From an optimization exercise on the open Yosys and OpenROAD flow, aimed at small area, a short achievable clock period and few clock cycles per item; shortcuts taken in it are not production practice. Only simulation tests tie the RTL to the original design; equivalence was not proved.

==> exp/amber <==
==> flow/design.v <==
module lcg_step (
    input  wire        clk,
    input  wire        rst,       
    input  wire        start,     
    input  wire [63:0] a,
    input  wire [63:0] c,
    input  wire [63:0] m,         
    input  wire [63:0] s,
    output wire        ready,
    output reg         done,
    output wire [63:0] result
);
    localparam [2:0] IDLE = 3'd0,
                     MUL  = 3'd1,
                     DIV  = 3'd2,
                     FIN1 = 3'd3,
                     FIN2 = 3'd4,
                     SHR  = 3'd5;
    localparam [67:0] NEG2K = 68'hd5555555555555554;    
    reg  [2:0]   state;
    reg  [6:0]   cnt;
    reg          first;
    reg  [6:0]   j;           
    reg  [64:0]  ra;          
    reg  [64:0]  rm;          
    reg  [67:0]  ws, wc;      
    reg  [67:0]  pl;          
    reg          cf;          
    reg  [5:0]   bc;          
    reg  [1:0]   qr;          
    assign ready  = (state == IDLE);
    assign result = ra[63:0];
    function [2:0] booth_dec;    
        input [2:0] b;
        booth_dec = {b[2], (b[2] & ~b[1] & ~b[0]) | (~b[2] & b[1] & b[0]), b[1] ^ b[0]};
    endfunction
    function [66:0] booth_pp;    
        input [2:0]  d;
        input [63:0] x;
        reg [65:0] sel;
        begin
            sel = d[0] ? {2'b00, x} : d[1] ? {1'b0, x, 1'b0} : 66'd0;
            booth_pp = {~d[2], sel ^ {66{d[2]}}};
        end
    endfunction
    wire [66:0] pp0 = booth_pp(bc[2:0], ra[63:0]);
    wire [66:0] pp1 = booth_pp(bc[5:3], ra[63:0]);
    wire [68:0] m1s = ws[67:0] ^ wc[67:0] ^ {2'b00, pp0};
    wire [68:0] m1c = {(ws & wc) | (ws & {1'b0, pp0}) | (wc & {1'b0, pp0}), bc[2]};
    wire [2:0]  lo1 = m1s[1:0] + m1c[1:0] + cf;
    wire [66:0] x2  = m1s[68:2];
    wire [66:0] y2  = m1c[68:2];
    wire [66:0] z2  = pp1;
    wire [66:0] m2s = x2 ^ y2 ^ z2;
    wire [67:0] m2c = {(x2 & y2) | (x2 & z2) | (y2 & z2), bc[5]};
    wire [2:0]  lo2 = m2s[1:0] + m2c[1:0] + lo1[2];
    wire        hi = rm[64];
    wire [67:0] mp = {3'b000, rm};
    function [1:0] qsel;         
        input [67:0] ys, yc;
        input        h;
        reg [3:0] e;
        begin
            e = h ? ys[67:64] + yc[67:64] : ys[66:63] + yc[66:63];
            qsel = {~e[3], e[3] & (e != 4'b1111)};
        end
    endfunction
    function [67:0] csa_s;
        input [67:0] x, y, z;
        csa_s = x ^ y ^ z;
    endfunction
    function [67:0] csa_c;
        input [67:0] x, y, z;
        input        ci;
        csa_c = {(x[66:0] & y[66:0]) | (x[66:0] & z[66:0]) | (y[66:0] & z[66:0]), ci};
    endfunction
    wire [67:0] d1ys = {ws[66:0], pl[67]};
    wire [67:0] d1yc = {wc[66:0], 1'b0};
    wire [67:0] d1z  = first ? (NEG2K | {66'd0, cf, 1'b0}) :
                       qr[1] ? ~mp : qr[0] ? mp : 68'd0;
    wire [67:0] d1s  = csa_s(d1ys, d1yc, d1z);
    wire [67:0] d1c  = csa_c(d1ys, d1yc, d1z, ~first & qr[1]);
    wire [67:0] d2ys = {d1s[66:0], pl[66]};
    wire [67:0] d2yc = {d1c[66:0], 1'b0};
    wire [1:0]  q2   = qsel(d2ys, d2yc, hi);
    wire [67:0] d2z  = q2[1] ? ~mp : q2[0] ? mp : 68'd0;
    wire [67:0] d2s  = csa_s(d2ys, d2yc, d2z);
    wire [67:0] d2c  = csa_c(d2ys, d2yc, d2z, q2[1]);
    wire [1:0]  qn_s = qsel({csa_s(d2ys, d2yc, ~mp), 1'b0}, {csa_c(d2ys, d2yc, ~mp, 1'b1), 1'b0}, hi);
    wire [1:0]  qn_a = qsel({csa_s(d2ys, d2yc,  mp), 1'b0}, {csa_c(d2ys, d2yc,  mp, 1'b0), 1'b0}, hi);
    wire [1:0]  qn_z = qsel({csa_s(d2ys, d2yc, 68'd0), 1'b0}, {csa_c(d2ys, d2yc, 68'd0, 1'b0), 1'b0}, hi);
    wire [1:0]  qn   = q2[1] ? qn_s : q2[0] ? qn_a : qn_z;
    wire        wneg = ws[67];
    wire [67:0] fop  = (state == FIN1) ? wc : (wneg ? mp : 68'd0);
    wire [67:0] fsum = ws + fop;
    always @(posedge clk) begin
        if (rst) begin
            state <= IDLE;
            done  <= 1'b0;
        end else begin
            done <= 1'b0;
            case (state)
                IDLE: if (start) state <= MUL;
                MUL:  if (cnt == 7'd16) state <= DIV;
                DIV:  if (!first && cnt == 7'd0) state <= FIN1;
                FIN1: state <= FIN2;
                FIN2: if (j == 7'd0) begin state <= IDLE; done <= 1'b1; end
                      else state <= SHR;
                SHR:  if (j == 7'd2 || j == 7'd8) begin state <= IDLE; done <= 1'b1; end
                default: state <= IDLE;
            endcase
        end
    end
    always @(posedge clk) begin
        case (state)
            IDLE: begin
                ws <= {4'd0, c};
                wc <= {2'b11, 66'd0};       
                pl <= {4'd0, s};
            end
            MUL: begin
                ws <= {1'b0, m2s[66:2]};
                wc <= m2c[67:2];
                pl <= {lo2[1:0], lo1[1:0], pl[67:4]};
            end
            FIN1: begin
                ws <= fsum;
                wc <= d2c;
                pl <= {pl[65:0], 2'b00};
            end
            default: begin
                ws <= d2s;
                wc <= d2c;
                pl <= {pl[65:0], 2'b00};
            end
        endcase
        qr <= qn;
        cf <= lo2[2];
        bc <= {booth_dec(pl[7:5]), booth_dec(pl[5:3])};
        case (state)
            IDLE: begin
                ra    <= {1'b0, a};
                rm    <= {1'b0, m};
                cf    <= 1'b0;
                bc    <= {booth_dec(s[3:1]), booth_dec({s[1:0], 1'b0})};
                cnt   <= 7'd0;
                j     <= 7'd0;
            end
            MUL: begin
                if (rm[64:57] == 8'd0 && j <= 7'd56) begin
                    rm <= {rm[56:0], 8'd0};
                    j  <= j + 7'd8;
                end else if (rm[64:63] == 2'd0 && j <= 7'd62) begin
                    rm <= {rm[62:0], 2'd0};
                    j  <= j + 7'd2;
                end
                if (cnt == 7'd16) begin
                    cnt   <= 7'd0;
                    first <= 1'b1;
                end else
                    cnt <= cnt + 7'd1;
            end
            DIV: begin
                first <= 1'b0;
                if (first)
                    cnt <= 7'd32 + {1'b0, j[6:1]};
                else
                    cnt <= cnt - 7'd1;
            end
            FIN2: begin
                ra <= fsum[64:0];
            end
            SHR: begin
                if (j >= 7'd8) begin
                    ra <= {8'd0, ra[64:8]};
                    j  <= j - 7'd8;
                end else begin
                    ra <= {2'd0, ra[64:2]};
                    j  <= j - 7'd2;
                end
            end
            default: ;
        endcase
    end
endmodule
==> flow/run.sh <==
#!/bin/bash
# synth_recipe.tcl (not shown) runs the flow's synth.tcl, then flattens the netlist and writes it again
# the make line also repeats each setting of config.mk as NAME=value (left out here)
make -C /OpenROAD-flow-scripts/flow DESIGN_CONFIG=/design/flow/config.mk WORK_HOME=/design/flow/orfs CLKGATE_MAP_FILE= SYNTH_SCRIPT=/design/flow/synth_recipe.tcl finish
==> flow/config.mk <==
export PLATFORM = sky130hd
export DESIGN_NAME = lcg_step
export DESIGN_NICKNAME = lcg_step
export VERILOG_FILES = /design/flow/design.v
export SDC_FILE = /design/flow/constraint.sdc
export NUM_CORES = 4
export LEC_CHECK = 0
export CAP_MARGIN = 20
export CORE_MARGIN = 2
export CORE_UTILIZATION = 40
export SLEW_MARGIN = 20
==> flow/constraint.sdc <==
create_clock -name core_clock -period 10.0 [get_ports {clk}]
set_input_delay 2.0000 -clock core_clock [delete_from_list [all_inputs] [get_ports {clk}]]
set_output_delay 2.0000 -clock core_clock [all_outputs]
set_load 0.01 [all_outputs]
==> exp/zinc: changes against exp/amber <==
==> flow/design.v (replaced) <==
module lcg_step (
    input  wire        clk,
    input  wire        rst,       
    input  wire        start,     
    input  wire [63:0] a,
    input  wire [63:0] c,
    input  wire [63:0] m,         
    input  wire [63:0] s,
    output wire        ready,
    output reg         done,
    output wire [63:0] result
);
    localparam [2:0] IDLE = 3'd0,
                     MUL  = 3'd1,
                     DIV  = 3'd2,
                     FIN1 = 3'd3,
                     FIN2 = 3'd4,
                     SHR  = 3'd5;
    localparam [67:0] NEG4K = 68'haaaaaaaaaaaaaaaa8;    
    reg  [2:0]   state;
    reg  [6:0]   cnt;
    reg          first;
    reg  [6:0]   j;           
    reg  [63:0]  ra;          
    reg  [64:0]  rm;          
    reg  [67:0]  ws, wc;      
    reg  [67:0]  pl;          
    reg          cf;          
    reg  [5:0]   bc;          
    reg  [4:0]   qd;          
    reg          rdy;
    assign ready  = rdy;
    assign result = ws[63:0];
    function [2:0] booth_dec;    
        input [2:0] b;
        booth_dec = {b[2], (b[2] & ~b[1] & ~b[0]) | (~b[2] & b[1] & b[0]), b[1] ^ b[0]};
    endfunction
    function [66:0] booth_pp;    
        input [2:0]  d;
        input [63:0] x;
        reg [65:0] sel;
        begin
            sel = d[0] ? {2'b00, x} : d[1] ? {1'b0, x, 1'b0} : 66'd0;
            booth_pp = {~d[2], sel ^ {66{d[2]}}};
        end
    endfunction
    wire [66:0] pp0 = booth_pp(bc[2:0], ra);
    wire [66:0] pp1 = booth_pp(bc[5:3], ra);
    wire [68:0] m1s = ws[67:0] ^ wc[67:0] ^ {2'b00, pp0};
    wire [68:0] m1c = {(ws & wc) | (ws & {1'b0, pp0}) | (wc & {1'b0, pp0}), bc[2]};
    wire [2:0]  lo1 = m1s[1:0] + m1c[1:0] + cf;
    wire [66:0] x2  = m1s[68:2];
    wire [66:0] y2  = m1c[68:2];
    wire [66:0] z2  = pp1;
    wire [66:0] m2s = x2 ^ y2 ^ z2;
    wire [67:0] m2c = {(x2 & y2) | (x2 & z2) | (y2 & z2), bc[5]};
    wire [2:0]  lo2 = m2s[1:0] + m2c[1:0] + lo1[2];
    wire        hi = rm[64];
    wire [67:0] mp = {3'b000, rm};
    wire [67:0] m2 = {2'b00, rm, 1'b0};
    wire [2:0]  dh = hi ? rm[63:61] : rm[62:60];    
    function [6:0] add7;
        input [6:0] a, b;
        reg [6:0] p, g, cy;
        reg       tt;
        integer k, l, i;
        begin
            p = a ^ b;
            g = a & b;
            for (k = 0; k < 7; k = k + 1) begin
                cy[k] = 1'b0;
                for (l = 0; l < k; l = l + 1) begin
                    tt = g[l];
                    for (i = l + 1; i < k; i = i + 1)
                        tt = tt & p[i];
                    cy[k] = cy[k] | tt;
                end
            end
            add7 = p ^ cy;
        end
    endfunction
    function [4:0] qsel;
        input [6:0] n;
        input [2:0] d;
        reg [6:0] u, t2, t1, t0, tm;    
        reg g2, g1, g0, gm;
        begin
            u = {~n[6], n[5:0]};
            case (d)    
                3'd0: begin t2 = 7'd76; t1 = 7'd68; t0 = 7'd60; tm = 7'd51; end
                3'd1: begin t2 = 7'd78; t1 = 7'd68; t0 = 7'd59; tm = 7'd49; end
                3'd2: begin t2 = 7'd79; t1 = 7'd68; t0 = 7'd59; tm = 7'd48; end
                3'd3: begin t2 = 7'd80; t1 = 7'd69; t0 = 7'd58; tm = 7'd47; end
                3'd4: begin t2 = 7'd82; t1 = 7'd70; t0 = 7'd57; tm = 7'd45; end
                3'd5: begin t2 = 7'd84; t1 = 7'd70; t0 = 7'd57; tm = 7'd44; end
                3'd6: begin t2 = 7'd85; t1 = 7'd71; t0 = 7'd56; tm = 7'd42; end
                default: begin t2 = 7'd87; t1 = 7'd71; t0 = 7'd56; tm = 7'd40; end
            endcase
            g2 = u >= t2;
            g1 = u >= t1;
            g0 = u >= t0;
            gm = u >= tm;
            qsel = {g2, g1 & ~g2, gm & ~g0, ~gm, g0 & ~g1};
        end
    endfunction
    function [67:0] csa_s;
        input [67:0] x, y, z;
        csa_s = x ^ y ^ z;
    endfunction
    function [67:0] csa_c;
        input [67:0] x, y, z;
        input        ci;
        csa_c = {(x[66:0] & y[66:0]) | (x[66:0] & z[66:0]) | (y[66:0] & z[66:0]), ci};
    endfunction
    wire [67:0] dys = {ws[65:0], pl[67:66]};
    wire [67:0] dyc = {wc[65:0], 2'b00};
    wire [67:0] dz  = first ? (NEG4K | {65'd0, cf, 2'b00}) :
                      ({68{qd[4]}} & ~m2) | ({68{qd[3]}} & ~mp) |
                      ({68{qd[2]}} &  mp) | ({68{qd[1]}} &  m2);
    wire [67:0] d2s = csa_s(dys, dyc, dz);
    wire [67:0] d2c = csa_c(dys, dyc, dz, ~first & (qd[4] | qd[3]));
    wire [6:0]  nes = hi ? d2s[65:59] : d2s[64:58];
    wire [6:0]  nec = hi ? d2c[65:59] : d2c[64:58];
    wire [4:0]  qn  = qsel(add7(nes, nec), dh);
    wire [67:0] fsum = ws + wc;
    always @(posedge clk) begin
        if (rst) begin
            state <= IDLE;
            done  <= 1'b0;
            rdy   <= 1'b1;
        end else begin
            done <= 1'b0;
            rdy  <= 1'b0;
            case (state)
                IDLE: if (start) state <= MUL; else rdy <= 1'b1;
                MUL:  if (cnt == 7'd16) state <= DIV;
                DIV:  if (!first && cnt == 7'd0) state <= FIN1;
                FIN1: state <= FIN2;
                FIN2: if (j == 7'd0) begin state <= IDLE; done <= 1'b1; rdy <= 1'b1; end
                      else state <= SHR;
                SHR:  if (j == 7'd2 || j == 7'd8) begin state <= IDLE; done <= 1'b1; rdy <= 1'b1; end
                default: state <= IDLE;
            endcase
        end
    end
    always @(posedge clk) begin
        case (state)
            IDLE: begin
                ws <= {4'd0, c};
                wc <= {2'b11, 66'd0};       
                pl <= {4'd0, s};
            end
            MUL: begin
                ws <= {1'b0, m2s[66:2]};
                wc <= m2c[67:2];
                pl <= {lo2[1:0], lo1[1:0], pl[67:4]};
            end
            FIN1: begin
                ws <= fsum;
                wc <= fsum[67] ? mp : 68'd0;
                pl <= {pl[65:0], 2'b00};
            end
            FIN2: begin
                ws <= fsum;
                wc <= d2c;
                pl <= {pl[65:0], 2'b00};
            end
            SHR: begin
                ws <= (j >= 7'd8) ? {8'd0, ws[67:8]} : {2'd0, ws[67:2]};
                wc <= d2c;
                pl <= {pl[65:0], 2'b00};
            end
            default: begin
                ws <= d2s;
                wc <= d2c;
                pl <= {pl[65:0], 2'b00};
            end
        endcase
        qd <= qn;
        cf <= lo2[2];
        bc <= {booth_dec(pl[7:5]), booth_dec(pl[5:3])};
        case (state)
            IDLE: begin
                ra    <= a;
                rm    <= {1'b0, m};
                cf    <= 1'b0;
                bc    <= {booth_dec(s[3:1]), booth_dec({s[1:0], 1'b0})};
                cnt   <= 7'd0;
                j     <= 7'd0;
            end
            MUL: begin
                if (rm[64:57] == 8'd0 && j <= 7'd56) begin
                    rm <= {rm[56:0], 8'd0};
                    j  <= j + 7'd8;
                end else if (rm[64:63] == 2'd0 && j <= 7'd62) begin
                    rm <= {rm[62:0], 2'd0};
                    j  <= j + 7'd2;
                end
                if (cnt == 7'd16) begin
                    cnt   <= 7'd0;
                    first <= 1'b1;
                end else
                    cnt <= cnt + 7'd1;
            end
            DIV: begin
                first <= 1'b0;
                if (first)
                    cnt <= 7'd32 + {1'b0, j[6:1]};
                else
                    cnt <= cnt - 7'd1;
            end
            SHR: begin
                if (j >= 7'd8) j <= j - 7'd8;
                else           j <= j - 7'd2;
            end
            default: ;
        endcase
    end
endmodule
==> flow/flow/run.sh (new file) <==
#!/bin/bash
# Standard ORFS layout (the standard.sh: standard synthesis, floorplan,
# place, CTS, route, finish), with repair_timing asked to leave a larger
# setup margin so the achieved period shrinks. Clock, SDC and all other
# settings are the design's.
set -euo pipefail
bash standard.sh SETUP_SLACK_MARGIN=6 finish > standard.log 2>&1
==> flow/standard.sh (new file) <==
#!/bin/bash
# synth_recipe.tcl (not shown) runs the flow's synth.tcl, then flattens the netlist and writes it again
# the make line also repeats each setting of config.mk as NAME=value (left out here)
make -C /OpenROAD-flow-scripts/flow DESIGN_CONFIG=/design/flow/config.mk WORK_HOME=/design/flow/orfs CLKGATE_MAP_FILE= SYNTH_SCRIPT=/design/flow/synth_recipe.tcl "${@:-finish}"
removed: flow/run.sh
==> exp/juniper: changes against exp/amber <==
ABC_CLOCK_PERIOD_IN_PS = 3000   (was unset)
SETUP_SLACK_MARGIN = 5   (was unset)
==> comparison table <==
Result of the run: exp/amber no timing/DRC/antenna violations; exp/juniper no timing/DRC/antenna violations; exp/zinc no timing/DRC/antenna violations
Number of setup buffers added after CTS: exp/amber 0; exp/juniper 8; exp/zinc 8
Worst setup slack after placement: exp/amber 3.26 ns; exp/juniper 3.39 ns; exp/zinc 4.99 ns
Number of global-route vias before repair: exp/amber 30132; exp/juniper 30362; exp/zinc 30068
Die height: exp/amber 291 µm; exp/juniper 291 µm; exp/zinc 291 µm
Ratio of cells with drive above 1 in the final layout: exp/amber 4.13%; exp/juniper 5.33%; exp/zinc 7.01%
Depth of the most critical reg-to-reg path: exp/amber 21; exp/juniper 15; exp/zinc 12
Number of gates on the worst path with buffers counted: exp/amber 21; exp/juniper 15; exp/zinc 12
Post-route clock skew: exp/amber 0.0206 ns; exp/juniper 0.0216 ns; exp/zinc 0.0178 ns
CTS resizes: exp/amber 0; exp/juniper 32; exp/zinc 31
Xor/xnor cell area share of the yosys netlist: exp/amber 6.20%; exp/juniper 6.20%; exp/zinc 5.41%
Count of sequential standard cells: exp/amber 361; exp/juniper 361; exp/zinc 363
GR Util met2: exp/amber 46.4%; exp/juniper 47.9%; exp/zinc 50.4%
Critical Path RT: exp/amber 10.44 ns; exp/juniper 10.33 ns; exp/zinc 10.51 ns
Number of multi-input logic gates: exp/amber 2909; exp/juniper 2911; exp/zinc 2898
Startpoint of the worst register-to-register path: exp/amber qr[1]; exp/juniper state[1]; exp/zinc ws[1]
Biggest area consumer among synthesized cells: exp/amber fa_1; exp/juniper fa_1; exp/zinc dfxtp_1
Adder-cell area share of the yosys netlist: exp/amber 21.0%; exp/juniper 21.0%; exp/zinc 16.3%
Non-clock buffering overhead in the final layout: exp/amber 9.55%; exp/juniper 10.6%; exp/zinc 10.6%
Met1 Routed Length: exp/amber 55.0 mm; exp/juniper 55.6 mm; exp/zinc 53.0 mm
Testbench counts of exp/amber, summed over its fixed seeds: cycles 33,025, steps 512.
Testbench counts of exp/zinc, summed over its fixed seeds: cycles 33,025, steps 512.
Testbench counts of exp/juniper, summed over its fixed seeds: cycles 33,025, steps 512.

what the ideal ports hide:
Ports are ideal in the flow. The routed layouts listed here were re-timed in OpenROAD.
Step 1 (the two cells are an assumption about what drives the block):
set clk [get_ports {clk}]
set_driving_cell -lib_cell sky130_fd_sc_hd__clkbuf_16 $clk
set_driving_cell -lib_cell sky130_fd_sc_hd__buf_2 [delete_from_list [all_inputs] $clk]
Step 2 times the ports against the registers' clock, not the clock port: input delays grow and output delays shrink by t, the midpoint of the rising clock arrivals with the driver on.
Slacks: ideal / step 1 / step 2; pairs: ideal / step 1.
| run | t, ns | slack for setup (ns) | clock arrival spread, ns | slew at the worst register clock pin (ns) | worst data-port slew with drivers (ns) |
|---|---|---|---|---|---|
| exp/amber | 0.671 | 3.046 / 3.046 / 3.046 | 0.020 / 0.020 | 0.07 / 0.07 | 0.19 |
| exp/zinc | 0.668 | 6.080 / 6.046 / 6.080 | 0.018 / 0.018 | 0.07 / 0.07 | 0.06 |
| exp/juniper | 0.672 | 5.131 / 5.131 / 5.131 | 0.021 / 0.022 | 0.06 / 0.06 | 0.10 |
After both steps every run listed still meets setup and hold.
